Background: an optimization exercise with open tools, aiming at small area, a short achievable clock period and few clock cycles per item. Do not read the settings as production practice. The RTL was checked by simulation tests, not by an equivalence proof against the original design.

### config.mk
export PLATFORM = sky130hd
export DESIGN_NAME = tea_cbc_engine
export DESIGN_NICKNAME = tea_cbc_engine
export VERILOG_FILES = /design/flow/design.v
export SDC_FILE = /design/flow/constraint.sdc
export NUM_CORES = 4
export LEC_CHECK = 0
export CAP_MARGIN = 20
export CORE_MARGIN = 2
export CORE_UTILIZATION = 40
export CTS_BUF_LIST = sky130_fd_sc_hd__clkbuf_4
export SETUP_SLACK_MARGIN = 5
export SLEW_MARGIN = 20
### constraint.sdc
create_clock -name core_clock -period 11.0 [get_ports {clk}]
set_input_delay 2.2000 -clock core_clock [delete_from_list [all_inputs] [get_ports {clk}]]
set_output_delay 2.2000 -clock core_clock [all_outputs]
set_load 0.01 [all_outputs]
### design.v
module tea_cbc_engine (
    input  wire         clk,
    input  wire         rst,
    input  wire         in_valid,
    output wire         in_ready,
    input  wire [1:0]   in_op,
    input  wire         in_first,
    input  wire [127:0] in_key,
    input  wire [31:0]  in_a,
    input  wire [31:0]  in_b,
    output wire         out_valid,
    input  wire         out_ready,
    output wire [31:0]  out_a,
    output wire [31:0]  out_b
);
    reg [31:0] p, q;           
    reg [63:0] kr;             
    reg [31:0] cv_a, cv_b;     
    reg        cvz;            
    reg [5:0]  n;              
    reg        run, fixe, fixd, outv, dec;
    reg [31:0] s;              
    function [31:0] s_of;
        input [4:0] j;
        begin
            case (j)
            5'd0: s_of = 32'h9E3779B9;
            5'd1: s_of = 32'h3C6EF372;
            5'd2: s_of = 32'hDAA66D2B;
            5'd3: s_of = 32'h78DDE6E4;
            5'd4: s_of = 32'h1715609D;
            5'd5: s_of = 32'hB54CDA56;
            5'd6: s_of = 32'h5384540F;
            5'd7: s_of = 32'hF1BBCDC8;
            5'd8: s_of = 32'h8FF34781;
            5'd9: s_of = 32'h2E2AC13A;
            5'd10: s_of = 32'hCC623AF3;
            5'd11: s_of = 32'h6A99B4AC;
            5'd12: s_of = 32'h08D12E65;
            5'd13: s_of = 32'hA708A81E;
            5'd14: s_of = 32'h454021D7;
            5'd15: s_of = 32'hE3779B90;
            5'd16: s_of = 32'h81AF1549;
            5'd17: s_of = 32'h1FE68F02;
            5'd18: s_of = 32'hBE1E08BB;
            5'd19: s_of = 32'h5C558274;
            5'd20: s_of = 32'hFA8CFC2D;
            5'd21: s_of = 32'h98C475E6;
            5'd22: s_of = 32'h36FBEF9F;
            5'd23: s_of = 32'hD5336958;
            5'd24: s_of = 32'h736AE311;
            5'd25: s_of = 32'h11A25CCA;
            5'd26: s_of = 32'hAFD9D683;
            5'd27: s_of = 32'h4E11503C;
            5'd28: s_of = 32'hEC48C9F5;
            5'd29: s_of = 32'h8A8043AE;
            5'd30: s_of = 32'h28B7BD67;
            5'd31: s_of = 32'hC6EF3720;
            endcase
        end
    endfunction
    function [31:0] add;
        input [31:0] x, y;
        input        inv, ci;
        reg   [31:0] u, g, p, gn, pn;
        integer      i, j, l;
        begin
            u = x ^ {32{inv}};
            g = u & y;
            p = u ^ y;
            g[0] = g[0] | (p[0] & ci);
            for (l = 0; l < 5; l = l + 1) begin
                gn = g; pn = p;
                for (i = 0; i < 32; i = i + 1)
                    if ((i >> l) & 1) begin
                        j = ((i >> l) << l) - 1;
                        gn[i] = g[i] | (p[i] & g[j]);
                        pn[i] = p[i] & p[j];
                    end
                g = gn; p = pn;
            end
            add = x ^ y ^ {g[30:0], ci};
        end
    endfunction
    wire [5:0]  n1 = n + 6'd1;
    wire [31:0] ka = kr[31:0];
    wire [31:0] kb = kr[63:32];
    wire [31:0] t1 = {add({4'b0, q[27:0]}, {4'b0, ka[31:4]}, 1'b0, 1'b0), ka[3:0]};
    wire [31:0] t2 = add(q, s, 1'b0, 1'b0);
    wire [31:0] t3 = add({5'b0, q[31:5]}, kb, 1'b0, 1'b0);
    wire [31:0] mx = t1 ^ t2 ^ t3;
    wire [31:0] nw = add(p, mx, dec, 1'b0);
    wire in_dec = in_op[0];
    wire use_cv = in_op[1] & ~in_first & ~cvz;
    wire [31:0] ch_a = use_cv ? cv_a : 32'd0;
    wire [31:0] ch_b = use_cv ? cv_b : 32'd0;
    wire fix  = fixe | fixd;
    wire busy = run | fix;
    wire last = run & (n == 6'd63);
    wire load = in_valid & ~busy & (~outv | out_ready);
    wire acc  = (last & ~dec) | fixd;      
    assign in_ready  = acc;
    assign out_valid = outv;
    assign out_a     = p;
    assign out_b     = q;
    always @(posedge clk) begin
        if (run) begin
            kr <= (~n[0] ^ dec) ? in_key[127:64] : in_key[63:0];
            s  <= s_of(n1[5:1] ^ {5{dec}});
        end else begin
            kr <= in_dec ? in_key[127:64] : in_key[63:0];
            s  <= s_of({5{in_dec}});
        end
        if (load) begin
            n   <= 6'd0;
            dec <= in_dec;
            p   <= in_b;
            q   <= in_a;
        end else if (fix) begin
            p <= q ^ ch_a;
            q <= p ^ ch_b;
        end else if (run) begin
            n <= n1;
            p <= q;
            q <= nw;
        end
        if (rst) begin
            run  <= 1'b0;
            fixe <= 1'b0;
            fixd <= 1'b0;
            outv <= 1'b0;
            cvz  <= 1'b1;
        end else begin
            fixe <= load & ~in_dec;
            fixd <= last & dec;
            if (load & in_dec | fixe)
                run <= 1'b1;
            else if (last)
                run <= 1'b0;
            if (acc)
                outv <= 1'b1;
            else if (out_ready)
                outv <= 1'b0;
            if (acc & in_op[1]) begin
                cvz <= 1'b0;
                if (dec) begin
                    cv_a <= in_a;
                    cv_b <= in_b;
                end else begin
                    cv_a <= q;
                    cv_b <= nw;
                end
            end
        end
    end
endmodule
### flow/run.sh
#!/bin/bash
# The standard layout (standard.sh) with two changes:
# - Yosys's extraction of full and half adders into fa/ha cells is off
#   (ADDER_MAP_FILE empty), so that ABC maps and times the adders itself;
# - buffer_ports buffers every input and output port with
#   sky130_fd_sc_hd__buf_1 rather than the cell it picks itself
#   (clkdlybuf4s50_1, 2.7 times the area).
set -euo pipefail
bash standard.sh ADDER_MAP_FILE= BUFFER_PORTS_ARGS="-buffer_cell sky130_fd_sc_hd__buf_1" finish > standard.log 2>&1
### standard.sh
#!/bin/bash
# synth_recipe.tcl (not shown) runs the flow's synth.tcl, then flattens the netlist and writes it again
# the make line also repeats each setting of config.mk as NAME=value (left out here)
make -C /OpenROAD-flow-scripts/flow DESIGN_CONFIG=/design/flow/config.mk WORK_HOME=/design/flow/orfs CLKGATE_MAP_FILE= SYNTH_SCRIPT=/design/flow/synth_recipe.tcl "${@:-finish}"
==> flow_summary.yaml <==
yosys:
  synth_edf_count: 129
  synth.yosys.seq_area_share: 0.3455
  synthTopCellsByArea: "edfxtp_1 (22%), xnor2_1 (14%), dfxtp_1 (12%)"
  synth_warnings: 1
  synth-simple-area-share: 0.1263
  synth-compound-area-share: 0.1678
  synth.avg_cell_area_um2: 9.004
  syn_area_um2: 17410
  synthAdderAreaFrac: 0.03859
  syn_inst: 1934
  synth_cell_type_count: 88
  ys_ff_latch: 236
  muxShareOfSynthArea: 0.06374
  syn-num-nets: 2133
  synth_top_family_by_area: "XOR/XNOR gates"
  yosysTopAreaCellShare: 0.2225
  synth_ff_type: "edfxtp_1"
  synthArstFlopShare: 0
  synth_top_cell_by_area: "edfxtp_1"
  synth_xor_area_frac: 0.2199
job:
  max_cap_violations: 0
grt:
  grt_max_degree: 88
  antenna_found_initial: 1
  overflow: 0
  grt_pass1_vias: 14470
  grt_pass1_wl_um: 86240
  grt_use_total: 0.2523
floorplanning:
  io_pins: 265
  die_h_um: 212.6
  die_w_um: 212.6
  start_util: 0.4051
  dieArea_um2: 45220
  core-area_um2: 42980
  row_count: 76
sta:
  min_period_ns: 5.822
  tightest_slew_ns: 1.000
  fmax_mhz: 171.8
  relSlewSlack: 0.3332
  finalHoldViolations: 0
  finalMaxSlewViolations: 0
  finalSetupViolCount: 0
  rsz0062_at_grt: "no"
  hold_ws_ns: 0.4989
  finalCritPeriodShare: 0.5293
  setup_tns_ns: 0
  clock_skew_ns: 0.05316
routing:
  first_iter_violations: 1562
  drt_pass1_iterations: 6
  wl_per_cell_um: 20.36
  vias: 15730
  drc: 0
  drt_wl_total_um: 58230
  antenna_left: 0
  avgViaCountPerCell: 5.500
setup_path:
  cp_max_fo: 5
  r2r_setup_slack_ns: 5.18
  path_cells: "buf_12 > buf_4 > xor2_1 > and4_1 > o2111a_1 > a21oi_2 > maj3_4 > o41ai_2 > xnor3_2 > xnor2_4 > and3_1 > maj3_1 > nand3b_1 > a2111oi_0 > or3_1 > o21ai_1 > o22ai_1 > nor2_1 > xnor2_1 > o21ai_0"
  cp_data_required_time_ns: 11.48
  worstSetupPathType: "reg -> reg"
  cp_slowest_cell: "edfxtp_1"
  crit_path_max_incr_delay_ns: 0.55
  cp.arrival_ns: 6.30
  endpoint_kind: "flop"
  critPathLaunchType: "flop"
cells_and_area:
  area.sequential_um2: 6016
  fill_cells: 4340
  final_cell_mix: "buf_1 (264), xnor2_1 (260), nand2_1 (242)"
  final_common_cell: "buf_1"
  syn2layout_area_growth_pct: 17.24
  drive_gt1_frac: 0.1645
  multi_input_area_um2: 10990
  final_nets: 2424
clock_tree:
  cts_made_buffers: 69
  clock_path_buffers: 3
  clkLatencyLatePin_ns: 0.78
  cts.clk_slew.worst_paths_ns: 0.08
  cts_max_level: 3
  cts_tree: "done"
  hold_buffers: 0
  clkSinkCount: 236
  cts-root-buf: "clkbuf_4"
hold_path:
  hold_path.class: "reg -> reg"
status:
  status: "timing/DRC/antenna clean"
placement:
  gp_congestion: 0.9018
  port_buffers: 264
  dp_hpwl_um: 41490
## stage by stage
| step | util | area [µm²] | setup slack, ns | instances |
|---|---|---|---|---|
| 3_5_place_dp | 0.4385 | 18850 | 4.736 | 2685 |
| 6_report | 0.4750 | 20420 | 5.178 | 2860 |
| 4_1_cts | 0.4669 | 20070 | 5.015 | 2841 |
| 5_1_grt | 0.4750 | 20420 | 4.971 | 2860 |
| 3_3_place_gp | 0.4385 | 18850 | 4.700 | 2685 |
| 2_1_floorplan | - | 17420 | 5.444 | 1934 |
## routing by layer
metal / vias up / wire (µm) / track usage
met2: 712 / 25010 / 0.3650
met4: 0 / 1230 / 0.07572
met1: 7487 / 27070 / 0.3776
li1: 7444 / - / -
met3: 88 / 4915 / 0.04697
met5: - / 0 / 0
## final timing paths
check               end  start  depth (start not counted)
hold reg to reg     cvz    cvz                          2
hold / removal      cvz    cvz                          2
setup / recovery  q[30]  q[10]                         20
setup reg to reg  q[30]  q[10]                         20
## repair_timing
action,CTS,global route
resized for setup,4,36
cloned,1,0
setup buffers,35,18
setup endpoints to repair,7,14
pin swaps,0,4
## synthesized netlist by cell type, types with 20 or more instances
cell,count
a21oi_1,115
a31oi_1,20
clkbuf_1,87
dfxtp_1,107
edfxtp_1,129
inv_1,40
maj3_1,50
mux2_2,95
nand2_1,243
nand3_1,33
nor2_1,109
o21ai_0,161
o22ai_1,20
xnor2_1,269
xor2_1,117
## state kept, by name (all words and copies together) (netlist names)
| name | count |
|---|---|
| n | 6 |
| kr | 64 |
| dec | 1 |
| cvz | 1 |
| cv_b | 32 |
| fixe | 1 |
| q | 32 |
| outv | 1 |
| s | 32 |
| p | 32 |
| run | 1 |
| fixd | 1 |
| cv_a | 32 |
## area by class of cell
| cell class | count | area share |
|---|---|---|
| Antenna cell | 1 | 0.0001226 |
| Inverter | 42 | 0.007783 |
| Multi-Input combinational cell | 1536 | 0.5385 |
| Clock inverter | 14 | 0.003984 |
| Sequential cell | 236 | 0.2947 |
| Clock buffer | 106 | 0.03898 |
| Tap cell | 585 | 0.03585 |
| Timing Repair Buffer | 340 | 0.08010 |
## critical path, delay by kind of cell (launching register included)
kind	cells	cell delay [ns]
fa+ha+maj	2	0.70
buf+inv	2	0.36
flops	1	0.55
compound gates	7	1.66
simple gates	5	1.10
xor+xnor	4	1.17
## cells by family after synthesis
logic type / count (synthesis)
compound gates: 470
flops: 236
fa+ha+maj: 65
xor+xnor: 407
mux: 99
simple gates: 495
buf+inv: 162
Testbench counts, summed over its fixed seeds: cycles 211,208, items 3,200.

-- afterwards: timing with drivers on the ports --
Ports are ideal in the flow. The routed layout listed here was re-timed in OpenROAD.
Step 1 (the two cells are an assumption about what drives the block):
set clk [get_ports {clk}]
set_driving_cell -lib_cell sky130_fd_sc_hd__clkbuf_16 $clk
set_driving_cell -lib_cell sky130_fd_sc_hd__buf_2 [delete_from_list [all_inputs] $clk]
Step 2 also shifts input and output timing later by t, the mid clock arrival at the registers, as if the neighbouring blocks saw the same clock.
Slacks: ideal / step 1 / step 2; pairs: ideal / step 1.
shift t [ns]: 0.797
setup WS [ns]: 5.178 / 5.178 / 5.178
worst setup path after step 2: register to register
After both steps setup and hold are still met in this run. The setup slack of this run moves by 0.000 ns with the drivers and by 0.000 ns with both steps.
